From an optimization exercise on the open Yosys and OpenROAD flow, aimed at small area, a short achievable clock period and few clock cycles per item; shortcuts taken in it are not production practice.
Function was checked by simulation only, so behaviour that the tests miss may differ from the original.

<file path="flow/config.mk">
export PLATFORM = sky130hd
export DESIGN_NAME = arith_compress
export DESIGN_NICKNAME = arith_compress
export VERILOG_FILES = /design/flow/design.v
export SDC_FILE = /design/flow/constraint.sdc
export NUM_CORES = 4
export LEC_CHECK = 0
export ABC_AREA = 1
export CAP_MARGIN = 20
export CORE_MARGIN = 2
export CORE_UTILIZATION = 40
export SLEW_MARGIN = 20
</file>
<file path="flow/constraint.sdc">
create_clock -name core_clock -period 28.0 [get_ports {clk}]
set_input_delay 5.6000 -clock core_clock [delete_from_list [all_inputs] [get_ports {clk}]]
set_output_delay 5.6000 -clock core_clock [all_outputs]
set_load 0.01 [all_outputs]
</file>
<file path="flow/design.v">
module arith_recip_rom (input wire [6:0] d, output wire [33:0] m);
    wire [127:0] t0 = 128'h205aa323225a8110050554d324e0af1b;
    assign m[0] = t0[d];
    wire [127:0] t1 = 128'hac13d12200abbac39ca1d63d68298f53;
    assign m[1] = t1[d];
    wire [127:0] t2 = 128'h0476506c11d1e7b60000f3e0a5c12e53;
    assign m[2] = t2[d];
    wire [127:0] t3 = 128'h1f4698991228ce478cbb714cbef3b25b;
    assign m[3] = t3[d];
    wire [127:0] t4 = 128'h0c1e0652f50d6b865850229d8b7e0e47;
    assign m[4] = t4[d];
    wire [127:0] t5 = 128'h6895dd741dbd2fb9332a5879602ef2e7;
    assign m[5] = t5[d];
    wire [127:0] t6 = 128'h0e54b021207d23b432da02509a04276d;
    assign m[6] = t6[d];
    wire [127:0] t7 = 128'h2830b0580d02ff3982578874c971bd0d;
    assign m[7] = t7[d];
    wire [127:0] t8 = 128'h03fc387a5d726006b98e2f7fb32971cd;
    assign m[8] = t8[d];
    wire [127:0] t9 = 128'hbc835433e13d7009cb770f8773711d3d;
    assign m[9] = t9[d];
    wire [127:0] t10 = 128'h28ac8172d91aecd4fe8b8a862d600671;
    assign m[10] = t10[d];
    wire [127:0] t11 = 128'h0c3491928678078727af9a8ea4800e91;
    assign m[11] = t11[d];
    wire [127:0] t12 = 128'h6c288a454b18c2f40820c8b7694862f9;
    assign m[12] = t12[d];
    wire [127:0] t13 = 128'h2dd5232c16c9a387ac091af9ac5fa07b;
    assign m[13] = t13[d];
    wire [127:0] t14 = 128'h0aa03aee84410a444a083308658fcba3;
    assign m[14] = t14[d];
    wire [127:0] t15 = 128'h1ea4387f0b3ad845a0b8db8255a77b2b;
    assign m[15] = t15[d];
    wire [127:0] t16 = 128'h0480f5a0049f46a29bf2d449443a0187;
    assign m[16] = t16[d];
    wire [127:0] t17 = 128'ha897b706649794e94a29964da290fbc7;
    assign m[17] = t17[d];
    wire [127:0] t18 = 128'h03be0125a6654db082fe20ce16b8accf;
    assign m[18] = t18[d];
    wire [127:0] t19 = 128'h4436e2aa54600f59cbddd09aa631561f;
    assign m[19] = t19[d];
    wire [127:0] t20 = 128'h2866412425688770d78d83dff553ba15;
    assign m[20] = t20[d];
    wire [127:0] t21 = 128'h1ab9d5dd44cfa8df9ef9a1311a2b1ad5;
    assign m[21] = t21[d];
    wire [127:0] t22 = 128'h066a99fcd17065604b04c0a0a1460d91;
    assign m[22] = t22[d];
    wire [127:0] t23 = 128'h01e64b5699801cd56c03aac06a7eafb9;
    assign m[23] = t23[d];
    wire [127:0] t24 = 128'h001e38cdb4aaa966700066554c7e6521;
    assign m[24] = t24[d];
    wire [127:0] t25 = 128'haaab5296d933318780001e33252b49c1;
    assign m[25] = t25[d];
    wire [127:0] t26 = 128'h6666c9b24b696b52aaaaab5a49b38e01;
    assign m[26] = t26[d];
    wire [127:0] t27 = 128'h1e1e3871c718e73199999936db695aab;
    assign m[27] = t27[d];
    wire [127:0] t28 = 128'h01fe07f03f07e0f0787878f1c718c667;
    assign m[28] = t28[d];
    wire [127:0] t29 = 128'h0001fff000ffe00ff807f80fc0f83e1f;
    assign m[29] = t29[d];
    wire [127:0] t30 = 128'h0000000fffffe00007fff8003ff801ff;
    assign m[30] = t30[d];
    wire [127:0] t31 = 128'h0000000000001ffffffff8000007ffff;
    assign m[31] = t31[d];
    wire [127:0] t32 = 128'h0000000000000000000007ffffffffff;
    assign m[32] = t32[d];
    wire [127:0] t33 = 128'hffffffffffffffffffffffffffffffff;
    assign m[33] = t33[d];
endmodule
module arith_norm8 (
    input  wire [7:0] n,
    output wire [7:0] nn,
    output reg  [2:0] lz
);
    integer i;
    always @* begin
        lz = 3'd0;
        for (i = 0; i < 8; i = i + 1)
            if (n[i]) lz = 3'd7 - i[2:0];
    end
    assign nn = n << lz;
endmodule
module arith_div (
    input  wire [7:0]  nn,
    input  wire [2:0]  lzn,
    input  wire [2:0]  lzd,
    input  wire [33:0] m,
    output wire [31:0] y
);
    wire [41:0] p    = {m, 7'd0}
                     + (nn[6] ? {2'd0, m, 6'd0} : 42'd0) + (nn[5] ? {3'd0, m, 5'd0} : 42'd0)
                     + (nn[4] ? {4'd0, m, 4'd0} : 42'd0) + (nn[3] ? {5'd0, m, 3'd0} : 42'd0)
                     + (nn[2] ? {6'd0, m, 2'd0} : 42'd0) + (nn[1] ? {7'd0, m, 1'd0} : 42'd0)
                     + (nn[0] ? {8'd0, m} : 42'd0);
    wire        top  = p[41];
    wire [23:0] mant = top ? p[41:18] : p[40:17];
    wire        g    = top ? p[17] : p[16];
    wire [24:0] mr   = {1'b0, mant} + {24'd0, g};
    wire [7:0]  e    = 8'd126 + {5'd0, lzd} - {5'd0, lzn} + {7'd0, top} + {7'd0, mr[24]};
    wire [22:0] fr   = mr[22:0];    
    assign y = nn[7] ? {1'b0, e, fr} : 32'd0;
endmodule
module arith_cmul_k0299 (input wire [31:0] x, output wire [35:0] q);
    wire [23:0] mx = {1'b1, x[22:0]};
    wire [25:0] t3 = {1'b0, mx, 1'b0} + {2'b0, mx};
    wire [49:0] pw = ({26'd0, ~mx} << 0)
                    + ({26'd0, mx} << 3)
                    + ({24'd0, ~t3} << 7)
                    + ({24'd0, t3} << 11)
                    + ({26'd0, mx} << 16)
                    + ({24'd0, t3} << 19)
                    + ({26'd0, mx} << 23)
                    + 50'h3fffdff000081;
    wire [47:0] p  = pw[47:0];
    wire [7:0]  e    = x[30:23] + 8'd254;
    assign q = {x[30:23] != 8'd0, e, p[47:22], |p[21:0]};
endmodule
module arith_cmul_k0587 (input wire [31:0] x, output wire [35:0] q);
    wire [23:0] mx = {1'b1, x[22:0]};
    wire [25:0] t3 = {1'b0, mx, 1'b0} + {2'b0, mx};
    wire [49:0] pw = ({26'd0, mx} << 1)
                    + ({24'd0, ~t3} << 5)
                    + ({24'd0, t3} << 9)
                    + ({26'd0, mx} << 14)
                    + ({24'd0, t3} << 17)
                    + ({26'd0, mx} << 20)
                    + ({26'd0, mx} << 23)
                    + 50'h3ffff80000020;
    wire [47:0] p  = pw[47:0];
    wire [7:0]  e    = x[30:23] + 8'd255;
    assign q = {x[30:23] != 8'd0, e, p[47:22], |p[21:0]};
endmodule
module arith_cmul_k0114 (input wire [31:0] x, output wire [35:0] q);
    wire [23:0] mx = {1'b1, x[22:0]};
    wire [25:0] t3 = {1'b0, mx, 1'b0} + {2'b0, mx};
    wire [49:0] pw = ({24'd0, ~t3} << 0)
                    + ({24'd0, t3} << 3)
                    + ({24'd0, t3} << 6)
                    + ({26'd0, ~mx} << 11)
                    + ({24'd0, t3} << 15)
                    + ({24'd0, ~t3} << 19)
                    + ({26'd0, mx} << 24)
                    + 50'h3dff7fc080801;
    wire [47:0] p  = pw[47:0];
    wire [7:0]  e    = x[30:23] + 8'd252;
    assign q = {x[30:23] != 8'd0, e, p[47:22], |p[21:0]};
endmodule
module arith_cmul_k168736 (input wire [31:0] x, output wire [35:0] q);
    wire [23:0] mx = {1'b1, x[22:0]};
    wire [25:0] t3 = {1'b0, mx, 1'b0} + {2'b0, mx};
    wire [49:0] pw = ({26'd0, mx} << 0)
                    + ({26'd0, mx} << 5)
                    + ({26'd0, mx} << 8)
                    + ({26'd0, mx} << 11)
                    + ({24'd0, t3} << 14)
                    + ({24'd0, t3} << 18)
                    + ({24'd0, ~t3} << 21)
                    + ({26'd0, mx} << 24)
                    + 50'h3800000200000;
    wire [47:0] p  = pw[47:0];
    wire [7:0]  e    = x[30:23] + 8'd253;
    assign q = {x[30:23] != 8'd0, e, p[47:22], |p[21:0]};
endmodule
module arith_cmul_k331264 (input wire [31:0] x, output wire [35:0] q);
    wire [23:0] mx = {1'b1, x[22:0]};
    wire [25:0] t3 = {1'b0, mx, 1'b0} + {2'b0, mx};
    wire [49:0] pw = ({26'd0, ~mx} << 0)
                    + ({26'd0, ~mx} << 4)
                    + ({26'd0, ~mx} << 7)
                    + ({26'd0, ~mx} << 10)
                    + ({24'd0, ~t3} << 13)
                    + ({24'd0, ~t3} << 17)
                    + ({24'd0, t3} << 20)
                    + ({26'd0, mx} << 23)
                    + 50'h3f77b6f022491;
    wire [47:0] p  = pw[47:0];
    wire [7:0]  e    = x[30:23] + 8'd254;
    assign q = {x[30:23] != 8'd0, e, p[47:22], |p[21:0]};
endmodule
module arith_cmul_k418688 (input wire [31:0] x, output wire [35:0] q);
    wire [23:0] mx = {1'b1, x[22:0]};
    wire [25:0] t3 = {1'b0, mx, 1'b0} + {2'b0, mx};
    wire [49:0] pw = ({24'd0, t3} << 1)
                    + ({26'd0, mx} << 6)
                    + ({26'd0, ~mx} << 9)
                    + ({24'd0, t3} << 13)
                    + ({24'd0, t3} << 17)
                    + ({24'd0, ~t3} << 20)
                    + ({26'd0, mx} << 24)
                    + 50'h3bffe00100200;
    wire [47:0] p  = pw[47:0];
    wire [7:0]  e    = x[30:23] + 8'd254;
    assign q = {x[30:23] != 8'd0, e, p[47:22], |p[21:0]};
endmodule
module arith_cmul_k081312 (input wire [31:0] x, output wire [35:0] q);
    wire [23:0] mx = {1'b1, x[22:0]};
    wire [25:0] t3 = {1'b0, mx, 1'b0} + {2'b0, mx};
    wire [49:0] pw = ({24'd0, ~t3} << 3)
                    + ({26'd0, ~mx} << 8)
                    + ({26'd0, mx} << 11)
                    + ({24'd0, ~t3} << 15)
                    + ({24'd0, ~t3} << 19)
                    + ({24'd0, t3} << 22)
                    + 50'h3ddfee0088108;
    wire [47:0] p  = pw[47:0];
    wire [7:0]  e    = x[30:23] + 8'd252;
    assign q = {x[30:23] != 8'd0, e, p[47:22], |p[21:0]};
endmodule
module arith_round (input wire [35:0] q, output wire [31:0] y);
    wire [25:0] p    = q[26:1];                  
    wire        top  = p[25];
    wire [23:0] mant = top ? p[25:2] : p[24:1];
    wire        g    = top ? p[1] : p[0];
    wire        st   = (top & p[0]) | q[0];
    wire        inc  = g & (st | mant[0]);
    wire [24:0] mr   = {1'b0, mant} + {24'd0, inc};
    wire [7:0]  e    = q[34:27] + {7'd0, top} + {7'd0, mr[24]};
    wire [22:0] fr   = mr[22:0];    
    assign y = q[35] ? {1'b0, e, fr} : 32'd0;
endmodule
module arith_qcoef (input wire [31:0] s, output wire [5:0] q);
    reg [4:0] mag;
    always @* begin
        mag = 5'd0;
        if (s[30:0] >= 31'h3d1e9b23) mag = 5'd1;
        if (s[30:0] >= 31'h3d9e9b23) mag = 5'd2;
        if (s[30:0] >= 31'h3dede8b4) mag = 5'd3;
        if (s[30:0] >= 31'h3e1e9b23) mag = 5'd4;
        if (s[30:0] >= 31'h3e4641eb) mag = 5'd5;
        if (s[30:0] >= 31'h3e6de8b4) mag = 5'd6;
        if (s[30:0] >= 31'h3e8ac7be) mag = 5'd7;
        if (s[30:0] >= 31'h3e9e9b23) mag = 5'd8;
        if (s[30:0] >= 31'h3eb26e87) mag = 5'd9;
        if (s[30:0] >= 31'h3ec641eb) mag = 5'd10;
        if (s[30:0] >= 31'h3eda1550) mag = 5'd11;
        if (s[30:0] >= 31'h3eede8b4) mag = 5'd12;
        if (s[30:0] >= 31'h3f00de0c) mag = 5'd13;
        if (s[30:0] >= 31'h3f0ac7be) mag = 5'd14;
        if (s[30:0] >= 31'h3f14b171) mag = 5'd15;
        if (s[30:0] >= 31'h3f1e9b23) mag = 5'd16;
        if (s[30:0] >= 31'h3f2884d5) mag = 5'd17;
        if (s[30:0] >= 31'h3f326e87) mag = 5'd18;
        if (s[30:0] >= 31'h3f3c5839) mag = 5'd19;
        if (s[30:0] >= 31'h3f4641eb) mag = 5'd20;
        if (s[30:0] >= 31'h3f502b9d) mag = 5'd21;
        if (s[30:0] >= 31'h3f5a1550) mag = 5'd22;
        if (s[30:0] >= 31'h3f63ff02) mag = 5'd23;
        if (s[30:0] >= 31'h3f6de8b4) mag = 5'd24;
        if (s[30:0] >= 31'h3f77d266) mag = 5'd25;
        if (s[30:0] >= 31'h3f80de0c) mag = 5'd26;
        if (s[30:0] >= 31'h3f85d2e5) mag = 5'd27;
        if (s[30:0] >= 31'h3f8ac7be) mag = 5'd28;
        if (s[30:0] >= 31'h3f8fbc98) mag = 5'd29;
        if (s[30:0] >= 31'h3f94b171) mag = 5'd30;
    end
    assign q = s[31] ? (6'd0 - {1'b0, mag}) : {1'b0, mag};
endmodule
module fp_add (
    input  wire [31:0] a,
    input  wire [31:0] b,
    output wire [31:0] y
);
    wire [7:0]  ea   = a[30:23];
    wire [7:0]  eb   = b[30:23];
    wire [8:0]  dab  = {1'b0, ea} - {1'b0, eb};
    wire [7:0]  dba  = eb - ea;
    wire        a_x  = !dab[8];                  
    wire [31:0] x    = a_x ? a : b;
    wire [31:0] z    = a_x ? b : a;
    wire [7:0]  d    = a_x ? dab[7:0] : dba;
    wire [7:0]  ex   = x[30:23];
    wire [23:0] mx   = {|x[30:23], x[22:0]};
    wire [23:0] mz   = {|z[30:23], z[22:0]};
    wire        sub  = a[31] ^ b[31];
    wire        near = sub && (d[7:1] == 7'd0);
    wire [4:0]  sh   = (d > 8'd26) ? 5'd27 : d[4:0];
    wire [26:0] zsh  = {mz, 3'd0} >> sh;
    wire [23:0] lost = ~(24'hFFFFFF << (sh - 5'd3));    
    wire        zst  = (sh > 5'd3) && |(mz & lost);
    wire [26:0] zal  = {zsh[26:1], zsh[0] | zst};
    wire [27:0] s    = sub ? ({1'b0, mx, 3'd0} - {1'b0, zal}) : ({1'b0, mx, 3'd0} + {1'b0, zal});
    wire [23:0] fm   = s[27] ? s[27:4] : s[26] ? s[26:3] : s[25:2];
    wire        fg   = s[27] ? s[3]    : s[26] ? s[2]    : s[1];
    wire        fst  = s[27] ? |s[2:0] : s[26] ? |s[1:0] : s[0];
    wire [7:0]  fe   = s[27] ? ex + 8'd1 : s[26] ? ex : ex - 8'd1;
    wire        finc = fg & (fst | fm[0]);
    wire [24:0] fmr  = {1'b0, fm} + {24'd0, finc};
    wire [31:0] fy   = {x[31], fmr[24] ? fe + 8'd1 : fe, fmr[22:0]};
    wire [24:0] na_  = {mx, 1'b0};
    wire [24:0] nb_  = d[0] ? {1'b0, mz} : {mz, 1'b0};
    wire [25:0] n1   = {1'b0, na_} - {1'b0, nb_};
    wire        neg  = n1[25];
    wire [24:0] nd   = (n1[24:0] ^ {25{neg}}) + {24'd0, neg};
    wire        nsg  = neg ? z[31] : x[31];
    reg  [4:0]  lz;
    integer i;
    always @* begin
        lz = 5'd0;
        for (i = 0; i < 25; i = i + 1)
            if (nd[i]) lz = 5'd24 - i[4:0];
    end
    wire [24:0] nsh  = nd << lz;
    wire        ninc = nd[24] & nd[0] & nd[1];
    wire [24:0] nmr  = {1'b0, nd[24:1]} + {24'd0, ninc};
    wire [31:0] ny0  = {nsg, nmr[24] ? ex + 8'd1 : ex, nmr[22:0]};
    wire [31:0] ny1  = {nsg, ex - {3'd0, lz}, nsh[23:1]};
    wire [31:0] ny   = (nd == 25'd0) ? 32'd0 : nd[24] ? ny0 : ny1;
    assign y = (mx == 24'd0) ? 32'd0 : near ? ny : fy;
endmodule
module fp_add_ss (
    input  wire [31:0] a,
    input  wire [31:0] b,
    output wire [31:0] y
);
    wire [7:0]  ea   = a[30:23];
    wire [7:0]  eb   = b[30:23];
    wire [8:0]  dab  = {1'b0, ea} - {1'b0, eb};
    wire [7:0]  dba  = eb - ea;
    wire        a_x  = !dab[8];
    wire [31:0] x    = a_x ? a : b;
    wire [31:0] z    = a_x ? b : a;
    wire [7:0]  d    = a_x ? dab[7:0] : dba;
    wire [7:0]  ex   = x[30:23];
    wire [23:0] mx   = {|x[30:23], x[22:0]};
    wire [23:0] mz   = {|z[30:23], z[22:0]};
    wire [4:0]  sh   = (d > 8'd26) ? 5'd27 : d[4:0];
    wire [53:0] zw   = {mz, 3'd0, 27'd0} >> sh;
    wire [26:0] zal  = {zw[53:28], zw[27] | (|zw[26:0])};
    wire [27:0] s    = {1'b0, mx, 3'd0} + {1'b0, zal};
    wire [23:0] fm   = s[27] ? s[27:4] : s[26:3];
    wire        fg   = s[27] ? s[3]    : s[2];
    wire        fst  = s[27] ? |s[2:0] : |s[1:0];
    wire [7:0]  fe   = s[27] ? ex + 8'd1 : ex;
    wire        finc = fg & (fst | fm[0]);
    wire [24:0] fmr  = {1'b0, fm} + {24'd0, finc};
    assign y = (mx == 24'd0) ? 32'd0
             : {x[31], fmr[24] ? fe + 8'd1 : fe, fmr[22:0]};
endmodule
module arith_compress (
    input  wire        clk,
    input  wire        rst,         
    input  wire        in_valid,
    output wire        in_ready,
    input  wire [95:0] in_pix,      
    input  wire [7:0]  in_denom,
    output reg         out_valid,
    output reg  [31:0] out_cw,
    output reg  [1:0]  out_fault    
);
    localparam [30:0] F_ONE  = 31'h3F800000;
    localparam [30:0] F_HALF = 31'h3F000000;
    function [31:0] fneg(input [31:0] x);
        fneg = {~x[31], x[30:0]};
    endfunction
    function [31:0] fhalf(input [31:0] x);    
        fhalf = (x[30:23] == 8'd0) ? 32'd0 : {x[31], x[30:23] - 8'd1, x[22:0]};
    endfunction
    reg  [1:0] ph;
    assign in_ready = (ph == 2'd3);
    always @(posedge clk) begin
        if (rst)           ph <= 2'd0;
        else if (in_valid) ph <= ph + 2'd1;
    end
    wire [1:0]  lane = (ph == 2'd0) ? 2'd1 : (ph == 2'd1) ? 2'd0 : ph;
    wire [23:0] px   = in_pix[24*lane +: 24];
    wire [7:0]  nr, ng, nb, dn;
    wire [2:0]  lr, lg, lb, ld;
    arith_norm8 u_nr (.n(px[23:16]), .nn(nr), .lz(lr));
    arith_norm8 u_ng (.n(px[15:8]),  .nn(ng), .lz(lg));
    arith_norm8 u_nb (.n(px[7:0]),   .nn(nb), .lz(lb));
    arith_norm8 u_nd (.n(in_denom),  .nn(dn), .lz(ld));
    wire [33:0] rcp;
    arith_recip_rom u_rom (.d(dn[6:0]), .m(rcp));
    reg        v1, dz1;
    reg [1:0]  ph1;
    reg [7:0]  nr1, ng1, nb1;
    reg [2:0]  lr1, lg1, lb1, ld1;
    reg [33:0] rcp1;
    always @(posedge clk) begin
        v1   <= !rst && in_valid;
        ph1  <= ph;
        dz1  <= !dn[7];
        nr1  <= nr;
        ng1  <= ng;
        nb1  <= nb;
        lr1  <= lr;
        lg1  <= lg;
        lb1  <= lb;
        ld1  <= ld;
        rcp1 <= rcp;
    end
    wire [31:0] fr, fg, fb;
    arith_div u_dr (.nn(nr1), .lzn(lr1), .lzd(ld1), .m(rcp1), .y(fr));
    arith_div u_dg (.nn(ng1), .lzn(lg1), .lzd(ld1), .m(rcp1), .y(fg));
    arith_div u_db (.nn(nb1), .lzn(lb1), .lzd(ld1), .m(rcp1), .y(fb));
    reg        v2, dz2;
    reg [1:0]  ph2;
    reg [31:0] r2, g2, b2;
    always @(posedge clk) begin
        v2  <= !rst && v1;
        ph2 <= ph1;
        dz2 <= dz1;
        r2  <= fr;
        g2  <= fg;
        b2  <= fb;
    end
    wire [35:0] q_y_r, q_pb_r, q_y_g, q_pb_g, q_pr_g, q_y_b, q_pr_b;
    arith_cmul_k0299    u_m1 (.x(r2), .q(q_y_r));
    arith_cmul_k168736  u_m2 (.x(r2), .q(q_pb_r));
    arith_cmul_k0587    u_m3 (.x(g2), .q(q_y_g));
    arith_cmul_k331264  u_m4 (.x(g2), .q(q_pb_g));
    arith_cmul_k418688  u_m5 (.x(g2), .q(q_pr_g));
    arith_cmul_k0114    u_m6 (.x(b2), .q(q_y_b));
    arith_cmul_k081312  u_m7 (.x(b2), .q(q_pr_b));
    reg        v2r, dz2r;
    reg [1:0]  ph2r;
    reg [35:0] qyr, qpbr, qyg, qpbg, qprg, qyb, qprb;
    reg [31:0] hr2, hb2;
    always @(posedge clk) begin
        v2r  <= !rst && v2;
        ph2r <= ph2;
        dz2r <= dz2;
        qyr  <= q_y_r;
        qpbr <= q_pb_r;
        qyg  <= q_y_g;
        qpbg <= q_pb_g;
        qprg <= q_pr_g;
        qyb  <= q_y_b;
        qprb <= q_pr_b;
        hr2  <= fhalf(r2);
        hb2  <= fhalf(b2);
    end
    wire [31:0] p_y_r, p_pb_r, p_y_g, p_pb_g, p_pr_g, p_y_b, p_pr_b;
    arith_round u_r1 (.q(qyr),  .y(p_y_r));
    arith_round u_r2 (.q(qpbr), .y(p_pb_r));
    arith_round u_r3 (.q(qyg),  .y(p_y_g));
    arith_round u_r4 (.q(qpbg), .y(p_pb_g));
    arith_round u_r5 (.q(qprg), .y(p_pr_g));
    arith_round u_r6 (.q(qyb),  .y(p_y_b));
    arith_round u_r7 (.q(qprb), .y(p_pr_b));
    reg        v3, dz3;
    reg [1:0]  ph3;
    reg [31:0] pyr_3, ppbr_3, pyg_3, ppbg_3, pprg_3, hr_3, pyb_3, hb_3, pprb_3;
    always @(posedge clk) begin
        v3     <= !rst && v2r;
        ph3    <= ph2r;
        dz3    <= dz2r;
        pyr_3  <= p_y_r;
        ppbr_3 <= p_pb_r;
        pyg_3  <= p_y_g;
        ppbg_3 <= p_pb_g;
        pprg_3 <= p_pr_g;
        hr_3   <= hr2;
        pyb_3  <= p_y_b;
        hb_3   <= hb2;
        pprb_3 <= p_pr_b;
    end
    wire [31:0] y1, n1, pr1;
    fp_add_ss u_a1 (.a(pyr_3),  .b(pyg_3),        .y(y1));     
    fp_add_ss u_a2 (.a(ppbr_3), .b(ppbg_3),       .y(n1));     
    fp_add    u_a3 (.a(hr_3),   .b(fneg(pprg_3)), .y(pr1));    
    reg        v4, dz4;
    reg [1:0]  ph4;
    reg [31:0] y1_4, n1_4, pr1_4, pyb_4, hb_4, pprb_4;
    always @(posedge clk) begin
        v4     <= !rst && v3;
        ph4    <= ph3;
        dz4    <= dz3;
        y1_4   <= y1;
        n1_4   <= n1;
        pr1_4  <= pr1;
        pyb_4  <= pyb_3;
        hb_4   <= hb_3;
        pprb_4 <= pprb_3;
    end
    wire [31:0] y, pb, pr;
    fp_add_ss u_a4 (.a(y1_4),        .b(pyb_4),        .y(y));
    fp_add    u_a5 (.a(fneg(n1_4)),  .b(hb_4),         .y(pb));
    fp_add    u_a6 (.a(pr1_4),       .b(fneg(pprb_4)), .y(pr));
    wire [31:0] ycl  = (y[30:0]  > F_ONE)  ? {1'b0, F_ONE}    : y;    
    wire [31:0] pbcl = (pb[30:0] > F_HALF) ? {pb[31], F_HALF} : pb;
    wire [31:0] prcl = (pr[30:0] > F_HALF) ? {pr[31], F_HALF} : pr;
    wire e0 = v4 && (ph4 == 2'd0);
    wire e1 = v4 && (ph4 == 2'd1);
    wire e2 = v4 && (ph4 == 2'd2);
    wire e3 = v4 && (ph4 == 2'd3);
    reg  d1, d2, d3, d4, d5;
    reg  dz_d1, dz_d2, dz_d3, dz_d4, dz_d5;
    reg  [31:0] yl0, yl1, yl2, hpb, hpr;
    reg  [31:0] x0, z0, x1, z1, x2, z2, x3, z3;
    reg  [31:0] spbf, sprf, hc, hd, q0, q1;
    reg  [3:0]  ipb, ipr;
    wire [31:0] o0, o1, o2, o3;
    fp_add u_f0 (.a(x0), .b(z0), .y(o0));
    fp_add u_f1 (.a(x1), .b(z1), .y(o1));
    fp_add u_f2 (.a(x2), .b(z2), .y(o2));
    fp_add u_f3 (.a(x3), .b(z3), .y(o3));
    wire [3:0] ipb_n, ipr_n;
    arith_cidx u_i1 (.s(spbf), .q(ipb_n));
    arith_cidx u_i2 (.s(sprf), .q(ipr_n));
    always @(posedge clk) begin
        d1    <= !rst && e3;
        d2    <= !rst && d1;
        d3    <= !rst && d2;
        d4    <= !rst && d3;
        d5    <= !rst && d4;
        dz_d1 <= dz4;
        dz_d2 <= dz_d1;
        dz_d3 <= dz_d2;
        dz_d4 <= dz_d3;
        dz_d5 <= dz_d4;
        if (e0) begin
            yl1 <= ycl;
            hpb <= pbcl;
            hpr <= prcl;
        end
        if (e1) yl0 <= ycl;
        if (e2) yl2 <= ycl;
        if (e1) begin
            x2 <= hpb;  z2 <= pbcl;
            x3 <= hpr;  z3 <= prcl;
        end else if (e2 || e3) begin
            x2 <= o2;   z2 <= pbcl;
            x3 <= o3;   z3 <= prcl;
        end else begin                   
            x2 <= o1;   z2 <= yl1;
            x3 <= o1;   z3 <= fneg(yl1);
        end
        if (e3) begin
            x0 <= ycl;  z0 <= yl2;
            x1 <= ycl;  z1 <= fneg(yl2);
        end else if (d1) begin
            x0 <= o0;   z0 <= yl1;
            x1 <= o0;   z1 <= fneg(yl1);
        end else if (d2) begin
            x0 <= o0;   z0 <= yl0;
            x1 <= o1;   z1 <= fneg(yl0);
        end else begin                   
            x0 <= hc;   z0 <= fneg(z0);
            x1 <= hd;   z1 <= fneg(z1);
        end
        spbf <= o2;                      
        sprf <= o3;
        if (d2) begin
            ipb <= ipb_n;
            ipr <= ipr_n;
            hc  <= o2;
            hd  <= o3;
        end
        q0 <= o0;                        
        q1 <= o1;
    end
    wire        ovf = (q0[30:0] >= 31'h40800000);
    wire [7:0]  esh = q0[30:23] - 8'd123;
    wire [23:0] ma  = {1'b1, q0[22:0]} >> (5'd23 - esh[4:0]);
    wire [5:0]  na  = (q0[30:23] < 8'd123) ? 6'd0 : ma[5:0];
    wire [5:0]  nq0, nq1;
    arith_qcoef u_q0 (.s(q0), .q(nq0));
    arith_qcoef u_q1 (.s(q1), .q(nq1));
    reg        ovf_r;
    reg  [5:0] na_r, nb_r;
    always @(posedge clk) begin
        if (d4) begin
            ovf_r <= ovf;
            na_r  <= na;
            nb_r  <= nq1;
        end
    end
    always @(posedge clk) begin
        out_valid <= !rst && d5;
        if (dz_d5) begin
            out_fault <= 2'd2;
            out_cw    <= 32'd0;
        end else if (ovf_r) begin
            out_fault <= 2'd1;
            out_cw    <= 32'd0;
        end else begin
            out_fault <= 2'd0;
            out_cw    <= {na_r, nb_r, nq0, nq1, ipb, ipr};
        end
    end
endmodule
module arith_cidx (input wire [31:0] s, output reg [3:0] q);
    wire [30:0] mag = s[30:0];
    integer m;
    always @* begin
        if (!s[31] || mag == 31'd0) begin
            q = 4'd8;
            for (m = 1; m < 8; m = m + 1)
                if (mag >= cedge(m)) q = q + 4'd1;
        end else begin
            q = 4'd0;
            for (m = 1; m < 8; m = m + 1)
                if (mag <= cedge(m)) q = q + 4'd1;
        end
    end
    function [30:0] cedge(input integer k);    
        case (k)
        1: cedge = 31'h3E800000;
        2: cedge = 31'h3F000000;
        3: cedge = 31'h3F400000;
        4: cedge = 31'h3F800000;
        5: cedge = 31'h3FA00000;
        6: cedge = 31'h3FC00000;
        default: cedge = 31'h3FE00000;
        endcase
    endfunction
endmodule
</file>
<file path="flow/flow/run.sh">
#!/bin/bash
# The standard layout (the standard.sh), with the timing repair after
# clock-tree synthesis and global routing asked to leave a setup margin, so
# that it shortens the critical paths below the clock period.
set -euo pipefail
bash standard.sh synth > synth.log 2>&1
bash standard.sh SETUP_SLACK_MARGIN=16 finish > layout.log 2>&1
test -s out/final.def
</file>
<file path="flow/standard.sh">
#!/bin/bash
# synth_recipe.tcl (not shown) runs the flow's synth.tcl, then flattens the netlist and writes it again
# the make line also repeats each setting of config.mk as NAME=value (left out here)
make -C /OpenROAD-flow-scripts/flow DESIGN_CONFIG=/design/flow/config.mk WORK_HOME=/design/flow/orfs CLKGATE_MAP_FILE= SYNTH_SCRIPT=/design/flow/synth_recipe.tcl "${@:-finish}"
</file>
==> impl_metrics.json, run 1 <==
{
  "hold_class": "flip-flop to flip-flop",
  "clk_pin_slew_ns": 0.06,
  "drtAntennaViolNets": 0,
  "crit_fanout": 79,
  "ys_warn_count": 5,
  "fmaxAchievable_ghz": 0.0890,
  "crit_arrival_ns": 12.17,
  "tns_ns": 0,
  "viasPerCell": 5.54,
  "cts_tree": "built",
  "synth-simple-area-share_pct": 30.6,
  "crit_type": "flip-flop to flip-flop",
  "grt_max_degree": 84,
  "critical-path-max-stage-delay_ns": 0.82,
  "layout_commonest_cell": "nand2_1",
  "post-route-period-util_pct": 40.1,
  "num_vias": 241484,
  "rsz0062_at_grt": "true",
  "timing.critical_path.mode_cell": "nand2_1",
  "worst-path-buf-inv": 7,
  "yosys.area.top_type_share_pct": 15.3,
  "synth_edf_count": 273,
  "synthCells": 36169,
  "place_inst": 43156,
  "numCtsBuffers": 186,
  "die_h_um": 762,
  "portBuffers": 142,
  "cts_num_sinks": 1581,
  "start_util_pct": 40.1,
  "timing.slew.headroom_pct": 15.8,
  "cap_violations": 0,
  "worst_pin_slew_ns": 1.25,
  "async_flop_share_pct": 0,
  "setup_viol_count_final": 0,
  "die_width_um": 762,
  "hold_viol": 0,
  "avgRoutedWirePerCell_um": 22.1,
  "ys.flop_type": "dfxtp_1",
  "clk_latency_ns": 1.04,
  "htreeDepth": 4,
  "antenna_found_initial": 39,
  "stdcell_count": 43559,
  "ys_ff_latch": 1581,
  "nNetsFinal": 39152,
  "grt_pass1_vias": 228527,
  "post-place-ws_ns": 15.51,
  "wl_um": 961000,
  "place_hpwl_um": 792000,
  "drtIter0Drc": 22258,
  "synth_cell_types": 95,
  "synthAdderAreaFrac_pct": 21.3,
  "ctsLongestPathBuffers": 4,
  "synth_compound_area_share_pct": 15.5,
  "areaGrowthSynthToFinish_pct": 7.31,
  "drive_gt1_share_pct": 4.46,
  "dieArea_mm2": 0.581,
  "grtUsageTotal_pct": 31.8,
  "drtPass1Iterations": 10,
  "placementRows": 278,
  "fin_ws_ns": 16.77,
  "crit_slowest_cell": "o21ai_0",
  "crit_required_ns": 28.94,
  "layout.cells.most_common_list": "nand2_1 (9372), inv_1 (5414), o21ai_0 (2812), nor2_1 (2782), nand3_1 (2468)",
  "grt_pass1_wl_um": 1430000,
  "yosysSeqAreaShare_pct": 15.0,
  "muxShareOfSynthArea_pct": 0.697,
  "synth_xor_xnor_area_share_pct": 5.51,
  "min_period_ns": 11.23,
  "synth_top_family_by_area": "simple AND/OR/NAND/NOR gates",
  "start_kind": "flip-flop",
  "grt-ovfl-total": 0,
  "io_pins": 143,
  "outcome": "no timing/DRC/antenna violations",
  "final_max_slew_viol_count": 0,
  "gp_congestion": 1.05,
  "skew_ns": 0.159,
  "core_mm2": 0.573,
  "synth_top_area_cell": "nand2_1",
  "synth_area_mm2": 0.230,
  "drc": 0,
  "cts-root-buf": "clkbuf_16",
  "crit_family": "simple AND/OR/NAND/NOR gates",
  "worstSetupEndpointType": "flip-flop",
  "avgSynthCellArea_um2": 6.35,
  "synth_area_leaders": "nand2_1 (15%), dfxtp_1 (11%), ha_1 (11%), fa_1 (10%), inv_1 (8.9%)"
}
[cell type report]
cell class | instances | area [um2]
fillers | 61280 | 326000
flip-flops and latches | 1581 | 34400
well taps | 7560 | 9460
inverters | 5568 | 21000
repair buffers | 632 | 5240
diodes | 18 | 45.0
clock inverters | 95 | 1100
clock buffers | 246 | 5230
repair inverters | 10 | 55.1
multi-input cells | 27849 | 170000
[final timing paths]
| check | slack, ns | cells after the start | start | end |
|---|---|---|---|---|
| worst max-delay path | 16.77 | 53 | z0[25]$_DFFE_PP_ | x1[24]$_DFF_P_ |
| worst min-delay path | 0.32 | 0 | pyb_3[3]$_SDFF_PN0_ | pyb_4[3]$_DFF_P_ |
| worst max register to register | 16.77 | 53 | z0[25]$_DFFE_PP_ | x1[24]$_DFF_P_ |
| worst min register to register | 0.32 | 0 | pyb_3[3]$_SDFF_PN0_ | pyb_4[3]$_DFF_P_ |
[state kept, by name (all words and copies together) (netlist names), 33 cells and up]
signal  count
rcp1       33
qyr        36
qprg       35
qyg        36
qprb       35
qpbr       35
[cell usage after synthesis, types with 92 or more instances]
cell type,n
o21ai_0,2854
nand2_1,9390
xnor2_1,394
inv_1,5430
xor2_1,1019
nor4_1,251
dfxtp_1,1308
or2_2,251
a31oi_1,249
nor2_1,2798
nand3_1,2476
o21a_1,92
nor3_1,489
buf_2,192
o21ai_1,157
a211oi_1,93
nand3b_1,117
clkbuf_1,788
nand4_1,442
ha_1,2050
fa_1,1167
a21oi_1,2059
o21bai_1,119
o211ai_1,241
mux2i_1,132
buf_1,104
edfxtp_1,273
[metal layers]
metal  vias up  wire length, um  global-route usage [%]
li1     116567                -                       -
met1    113127           388000                    39.3
met2      9476           435000                    52.3
met3      2288            65000                    4.26
met4        26            72900                    20.0
met5         -              190                       0
[timing repair]
item | 4_1_cts | 5_1_grt
buffers inserted | 3 | 24
hold buffers | 0 | 0
resized for setup | 10 | 203
setup endpoints to repair | 212 | 549
cloned | 1 | 16
pin swaps | 1 | 12
[per-stage QoR]
stage               util [%]  hold slack, ns  area, um2
detailed placement      41.8           0.312     239000
finish                  43.1           0.320     247000
global route            43.0           0.324     247000
floorplan                  -           0.310     230000
CTS                     42.9           0.316     246000
global placement        41.8           0.310     239000
[cell families (layout without fill, tap and decap cells)]
family | after synthesis | count (layout)
adder cells (fa/ha/maj) | 3217 | 3217
multiplexers | 157 | 157
buffers and inverters | 6750 | 6551
XOR/XNOR | 1431 | 1431
AO/OA/AOI/OAI | 6439 | 6440
other | 2 | 25
flip-flops | 1581 | 1581
AND/OR/NAND/NOR | 16592 | 16597
Testbench counts, summed over its fixed seeds: cycles 12,888, blocks 3,200.
==> inputs of run 2 (changes only) <==
==> flow/flow/run.sh (replaced) <==
#!/bin/bash
# The standard layout (the standard.sh), with the timing repair after
# clock-tree synthesis and global routing asked to leave a setup margin, so
# that it shortens the critical paths below the clock period, and more
# antenna repair passes after detailed routing.
set -euo pipefail
bash standard.sh synth > synth.log 2>&1
bash standard.sh SETUP_SLACK_MARGIN=17 MAX_REPAIR_ANTENNAS_ITER_DRT=10 MAX_REPAIR_ANTENNAS_ITER_GRT=10 finish > layout.log 2>&1
test -s out/final.def
==> impl_metrics.json, run 2 <==
{
  "hold_buffers": 0,
  "multi_input_area_mm2": 0.171,
  "cp_cell_sequence": "clkdlybuf4s50_1, a21oi_1, o21ai_0, nand2_1, a21oi_2, o21ai_0, nor2_1, inv_1, nor2_2, inv_1, o21ai_2, buf_4, clkinv_1, buf_4, nor2_2, buf_4, inv_1, o21ai_0, a21oi_1, nor4b_1, a21oi_1",
  "fmaxAchievable_ghz": 0.0945,
  "hold_class": "flip-flop to flip-flop",
  "crit_slowest_cell": "clkinv_1",
  "layout_commonest_cell": "nand2_1",
  "gp_congestion": 1.05,
  "num_vias": 243039,
  "ys_ff_latch": 1581,
  "reg2regPathDepth": 47,
  "grt_pass1_wl_um": 1430000,
  "cap_violations": 0,
  "stdcell_count": 43712,
  "drtAntennaViolNets": 0,
  "busiest_layer": "met2",
  "die_width_um": 762,
  "final_util_pct": 43.6,
  "final_max_slew_viol_count": 0,
  "skew_ns": 0.171,
  "start_kind": "input port",
  "fin_ws_ns": 17.42,
  "portBuffers": 142,
  "synth.top_cells.by_count": "nand2_1 (9390), inv_1 (5430), o21ai_0 (2854), nor2_1 (2798), nand3_1 (2476)",
  "grtUsageTotal_pct": 31.8,
  "clk_latency_ns": 1.05,
  "dieArea_mm2": 0.581,
  "yosysSeqAreaShare_pct": 15.0,
  "crit_arrival_ns": 11.43,
  "synth_edf_count": 273,
  "areaGrowthSynthToFinish_pct": 8.55,
  "largest_registers": "qyg x36, qyr x36",
  "avgRoutedWirePerCell_um": 22.1,
  "crit_type": "input port to flip-flop",
  "cts_tree": "built",
  "rsz0062_at_grt": "true",
  "grt_max_degree": 84,
  "cts_num_sinks": 1581,
  "timing.slew.headroom_pct": 16.9,
  "synth_area_leaders": "nand2_1 (15%), dfxtp_1 (11%), ha_1 (11%), fa_1 (10%), inv_1 (8.9%)",
  "worst_pin_slew_ns": 1.24,
  "ctsLongestPathBuffers": 4,
  "place_inst": 43156,
  "synth_most_common_cell": "nand2_1",
  "post-place-ws_ns": 15.51,
  "viasPerCell": 5.56,
  "die_h_um": 762,
  "critical-path-max-stage-delay_ns": 0.60,
  "setup_viol_count_final": 0,
  "synth_cell_types": 95,
  "r2r_slack_ns": 17.49,
  "start_util_pct": 40.1,
  "synth_top_area_cell": "nand2_1",
  "outcome": "no timing/DRC/antenna violations",
  "use_met2_pct": 52.2,
  "drtPass1Iterations": 9,
  "seq_area_mm2": 0.0344,
  "layout.cells.most_common_list": "nand2_1 (9354), inv_1 (5397), nor2_1 (2756), o21ai_0 (2680), nand3_1 (2466)",
  "post-route-period-util_pct": 37.8,
  "holdPathStages": 2,
  "grt-ovfl-total": 0,
  "placementRows": 278,
  "io_pins": 143,
  "ys_warn_count": 5,
  "drc": 0,
  "yosys.area.top_type_share_pct": 15.3,
  "use_met1_pct": 39.4,
  "ys.flop_type": "dfxtp_1",
  "numCtsBuffers": 186,
  "hold_viol": 0,
  "grtUsageMet3_pct": 4.19,
  "wl_um": 968000,
  "synthCells": 36169,
  "drtIter0Drc": 22579,
  "grt_pass1_vias": 228926,
  "nNetsFinal": 39307,
  "antenna_found_initial": 35,
  "crit_fanout": 29,
  "synth_area_mm2": 0.230,
  "worstSetupEndpointType": "flip-flop",
  "htreeDepth": 4,
  "async_flop_share_pct": 0,
  "min_period_ns": 10.58,
  "clk_pin_slew_ns": 0.06,
  "core_mm2": 0.573,
  "tns_ns": 0,
  "place_hpwl_um": 792000,
  "drive_gt1_share_pct": 5.44,
  "avgSynthCellArea_um2": 6.35,
  "stdcell_area_mm2": 0.249,
  "placed_area_mm2": 0.239,
  "nFillCells": 61129,
  "crit_required_ns": 28.85,
  "cts-root-buf": "clkbuf_16"
}
[run 2: changes by cell type in the layout (fill, tap and decap cells not counted), sizes merged]
cell and delta:
a21oi +1, buf +125, clkbuf +5, clkinv +3
clkinvlp +24, diode -2, inv -15, nand2 +6
nand3 +2, nor2 +4
[run 2: stage by stage]
stage	hold WS (ns)
after floorplan	0.310
final	0.311
after global routing	0.324
after detailed placement	0.312
after CTS	0.316
after global placement	0.310
[run 2: area by class of cell]
class                   instances  area share, %
repair buffers                762           2.60
flip-flops and latches       1581           13.8
repair inverters               22         0.0471
well taps                    7560           3.79
multi-input cells           27862           68.7
clock buffers                 246           2.10
diodes                         16         0.0160
inverters                    5568           8.48
clock inverters                95          0.443
[run 2: worst max-delay path, delay by kind of cell]
| family | cells | cell delay (ns) |
|---|---|---|
| buf+inv | 8 | 3.06 |
| simple gates | 5 | 0.95 |
| compound gates | 8 | 1.75 |
[run 2: kinds of logic (layout without fill, tap and decap cells)]
group | after synthesis | count (layout) | share of synthesized area, %
compound gates | 6439 | 6441 | 15.5
simple gates | 16592 | 16609 | 30.6
buf+inv | 6750 | 6693 | 11.4
xor+xnor | 1431 | 1431 | 5.51
fa+ha+maj | 3217 | 3217 | 21.3
mux | 157 | 157 | 0.697
flops | 1581 | 1581 | 15.0
other cells | 2 | 23 | 0.00327
[run 2: worst paths after layout]
path	start	to
min	hpr[11]$_DFFE_PP_	x3[11]$_DFF_P_
max reg2reg	z0[23]$_DFFE_PP_	x2[29]$_DFF_P_
max	in_denom[0]	rcp1[9]$_DFF_P_
min reg2reg	hpr[11]$_DFFE_PP_	x3[11]$_DFF_P_
[run 2: what timing repair did]
action | in CTS | in global routing
buffers inserted | 15 | 133
gates cloned | 12 | 39
resized for setup | 140 | 567
setup endpoints to repair | 551 | 629
pin swaps | 6 | 43
[run 2: layer usage]
metal  share of wire (%)  up-vias
met5               0.020        -
met1                  40   113968
met3                 7.0     2379
li1                    -   116951
met4                 7.8       28
met2                  45     9713
==> inputs of run 3 (changes only) <==
--- a/flow/flow/run.sh
+++ b/flow/flow/run.sh
@@ -6,4 +6,4 @@
 set -euo pipefail
 bash standard.sh synth > synth.log 2>&1
-bash standard.sh SETUP_SLACK_MARGIN=17 MAX_REPAIR_ANTENNAS_ITER_DRT=10 MAX_REPAIR_ANTENNAS_ITER_GRT=10 finish > layout.log 2>&1
+bash standard.sh SETUP_SLACK_MARGIN=18 MAX_REPAIR_ANTENNAS_ITER_DRT=10 MAX_REPAIR_ANTENNAS_ITER_GRT=10 finish > layout.log 2>&1
 test -s out/final.def
--- a/flow/config.mk
+++ b/flow/config.mk
@@ -9,4 +9,4 @@
 export CAP_MARGIN = 20
 export CORE_MARGIN = 2
-export CORE_UTILIZATION = 40
+export CORE_UTILIZATION = 50
 export SLEW_MARGIN = 20
==> impl_metrics.json, run 3 <==
{
  "outcome": "no timing/DRC/antenna violations",
  "placementRows": 248,
  "critical-path-max-stage-delay_ns": 0.65,
  "num_vias": 247986,
  "avgRoutedWirePerCell_um": 22.7,
  "synthCells": 36169,
  "hold_buffers": 0,
  "synth_area_mm2": 0.230,
  "portBuffers": 142,
  "core_mm2": 0.457,
  "tns_ns": 0,
  "areaGrowthSynthToFinish_pct": 11.4,
  "grt_pass1_vias": 230025,
  "die_width_um": 682,
  "io_pins": 143,
  "hold_viol": 0,
  "holdPathStages": 0,
  "final_util_pct": 56.0,
  "clk_pin_slew_ns": 0.06,
  "cts-root-buf": "clkbuf_16",
  "crit_fanout": 12,
  "ys_ff_latch": 1581,
  "synth_cell_types": 95,
  "layout_commonest_cell": "nand2_1",
  "layout.cells.most_common_list": "nand2_1 (9256), inv_1 (5339), nor2_1 (2658), nand3_1 (2422), o21ai_0 (2415)",
  "min_to": "dz_d4$_DFF_P_",
  "drc": 0,
  "gp_congestion": 1.10,
  "clk_latency_ns": 0.99,
  "min_from": "dz_d3$_DFF_P_",
  "yosys.area.top_type_share_pct": 15.3,
  "viasPerCell": 5.81,
  "hold_class": "flip-flop to flip-flop",
  "ys.flop_type": "dfxtp_1",
  "synth_top_area_cell": "nand2_1",
  "async_flop_share_pct": 0,
  "regToRegEndpoint": "x2[1]$_DFF_P_",
  "drtIter0Drc": 26224,
  "synth_edf_count": 273,
  "synth.top_cells.by_count": "nand2_1 (9390), inv_1 (5430), o21ai_0 (2854), nor2_1 (2798), nand3_1 (2476)",
  "place_hpwl_um": 770000,
  "ys_warn_count": 5,
  "ctsLongestPathBuffers": 4,
  "grt_pass1_wl_um": 1410000,
  "start_util_pct": 50.3,
  "grtUsageTotal_pct": 39.5,
  "crit_slowest_cell": "a41oi_1",
  "drtPass1Iterations": 19,
  "crit_arrival_ns": 10.66,
  "final_max_slew_viol_count": 0,
  "grt_max_degree": 94,
  "largest_registers": "qyg x36, qyr x36",
  "cts_tree": "built",
  "fmaxAchievable_ghz": 0.101,
  "r2r_start": "z0[23]$_DFFE_PP_",
  "start_kind": "input port",
  "wl_um": 969000,
  "grt-ovfl-total": 0,
  "min_period_ns": 9.92,
  "timing.hold.ws_ns": 0.251,
  "synth_most_common_cell": "nand2_1",
  "skew_ns": 0.110,
  "cp_cell_sequence": "clkdlybuf4s50_1, a21oi_1, o21ai_0, nand2_1, a21oi_4, nand2_1, o21ai_0, nor2_1, inv_1, nor2_2, nor2_1, buf_4, clkinv_1, buf_4, ha_1, inv_1, nand2_1, inv_1, nor2_1, o31ai_1, a41oi_1",
  "crit_required_ns": 28.73,
  "r2r_slack_ns": 18.20,
  "htreeDepth": 4,
  "dieArea_mm2": 0.465,
  "worstSetupEndpointType": "flip-flop",
  "drive_gt1_share_pct": 8.46,
  "synth_area_leaders": "nand2_1 (15%), dfxtp_1 (11%), ha_1 (11%), fa_1 (10%), inv_1 (8.9%)",
  "setup_viol_count_final": 0,
  "die_h_um": 682,
  "cts_num_sinks": 1581,
  "drtAntennaViolNets": 0,
  "crit_type": "input port to flip-flop",
  "post-route-period-util_pct": 35.4,
  "timing.slew.headroom_pct": 8.45,
  "antenna_found_initial": 52,
  "numCtsBuffers": 184,
  "reg2regPathDepth": 45,
  "avgSynthCellArea_um2": 6.35,
  "cap_violations": 0,
  "worst_pin_slew_ns": 1.36,
  "yosysSeqAreaShare_pct": 15.0,
  "rsz0062_at_grt": "true",
  "nNetsFinal": 39694
}
-- run 3: what timing repair did --
item | in CTS | in global routing
endpoints found under the hold margin | 0 | 0
pin swaps | 60 | 311
endpoints found under the setup margin | 696 | 671
gates cloned | 46 | 82
setup buffers | 99 | 384
gates resized for setup | 703 | 1380
-- run 3: critical path, delay by kind of cell --
kind | cells | cell delay (ns)
buf+inv | 7 | 1.75
compound gates | 6 | 1.42
simple gates | 7 | 1.27
fa+ha+maj | 1 | 0.59
-- run 3: through the flow --
step	setup WS (ns)	instances	area, um2
CTS	18.00	42177	247000
global route	17.73	42673	256000
floorplan	18.10	36174	230000
finish	18.08	42700	256000
detailed placement	15.15	41697	237000
global placement	14.98	41697	237000
-- run 3: logic make-up (layout without fill, tap and decap cells) --
kind of cell	after synthesis	count (layout)	synth area share, %
buffers and inverters	6750	7039	11.4
and+or+nand+nor	16592	16647	30.6
muxes	157	157	0.697
other	2	63	0.00327
adders and majority gates	3217	3217	21.3
DFF	1581	1581	15.0
xor gates and xnor gates	1431	1431	5.51
AOI/OAI and AO/OA	6439	6440	15.5
-- run 3: worst max path at each step --
stage	slack (ns)	to	start	depth (start not counted)
after global routing	17.73	x2[30]$_DFF_P_	z0[23]$_DFFE_PP_	61
after detailed placement	15.15	yl0[10]$_DFFE_PP_	pyb_4[24]$_DFF_P_	62
after CTS	18.00	x2[10]$_DFF_P_	z0[23]$_DFFE_PP_	66
after global placement	14.98	yl0[10]$_DFFE_PP_	pyb_4[24]$_DFF_P_	66
after floorplan	18.10	qprg[25]$_DFF_P_	g2[1]$_SDFF_PN0_	52
final	18.08	rcp1[13]$_DFF_P_	in_denom[0]	21
-- run 3: layout make-up --
cell class	count	area, um2
repair inverters	32	200
clock buffers	238	5050
diodes	56	140
flip-flops and latches	1581	34500
inverters	5568	21400
multi-input cells	27899	176000
fillers	45888	201000
repair buffers	1104	10100
well taps	6125	7660
clock inverters	97	1160
-- run 3: routing by layer --
metal | track usage, % | up-vias | share of wire, %
li1 | - | 117873 | -
met5 | 0 | - | 0.019
met3 | 7.39 | 3203 | 8.1
met1 | 46.6 | 115147 | 38
met2 | 62.8 | 11741 | 44
met4 | 32.3 | 22 | 10

re-timing with driven ports:
The flow's constraints put no driver on any port. The routed layouts listed below were extracted and timed again, unchanged, in two steps.
Step 1: set_driving_cell puts a clkbuf_16 on clk and a buf_2 on each other input, an assumption about the parent block.
Step 2 times the ports against the registers' clock, not the clock port: input delays grow and output delays shrink by t, the midpoint of the rising clock arrivals with the driver on.
Slacks: ideal ports / drivers / drivers and shift; pairs: ideal ports / drivers.
| run | t (ns) | slack for setup (ns) | clock arrival spread, ns | worst register clock-pin slew, ns | cell pins on the clock port's net |
|---|---|---|---|---|---|
| run 1 | 1.075 | 16.770 / 16.770 / 15.811 | 0.159 / 0.159 | 0.07 / 0.07 | 1 |
| run 2 | 1.085 | 17.418 / 17.487 / 16.417 | 0.171 / 0.171 | 0.07 / 0.07 | 1 |
| run 3 | 1.051 | 18.077 / 18.127 / 17.076 | 0.112 / 0.112 | 0.09 / 0.09 | 1 |
After both steps setup and hold are still met in every run listed.
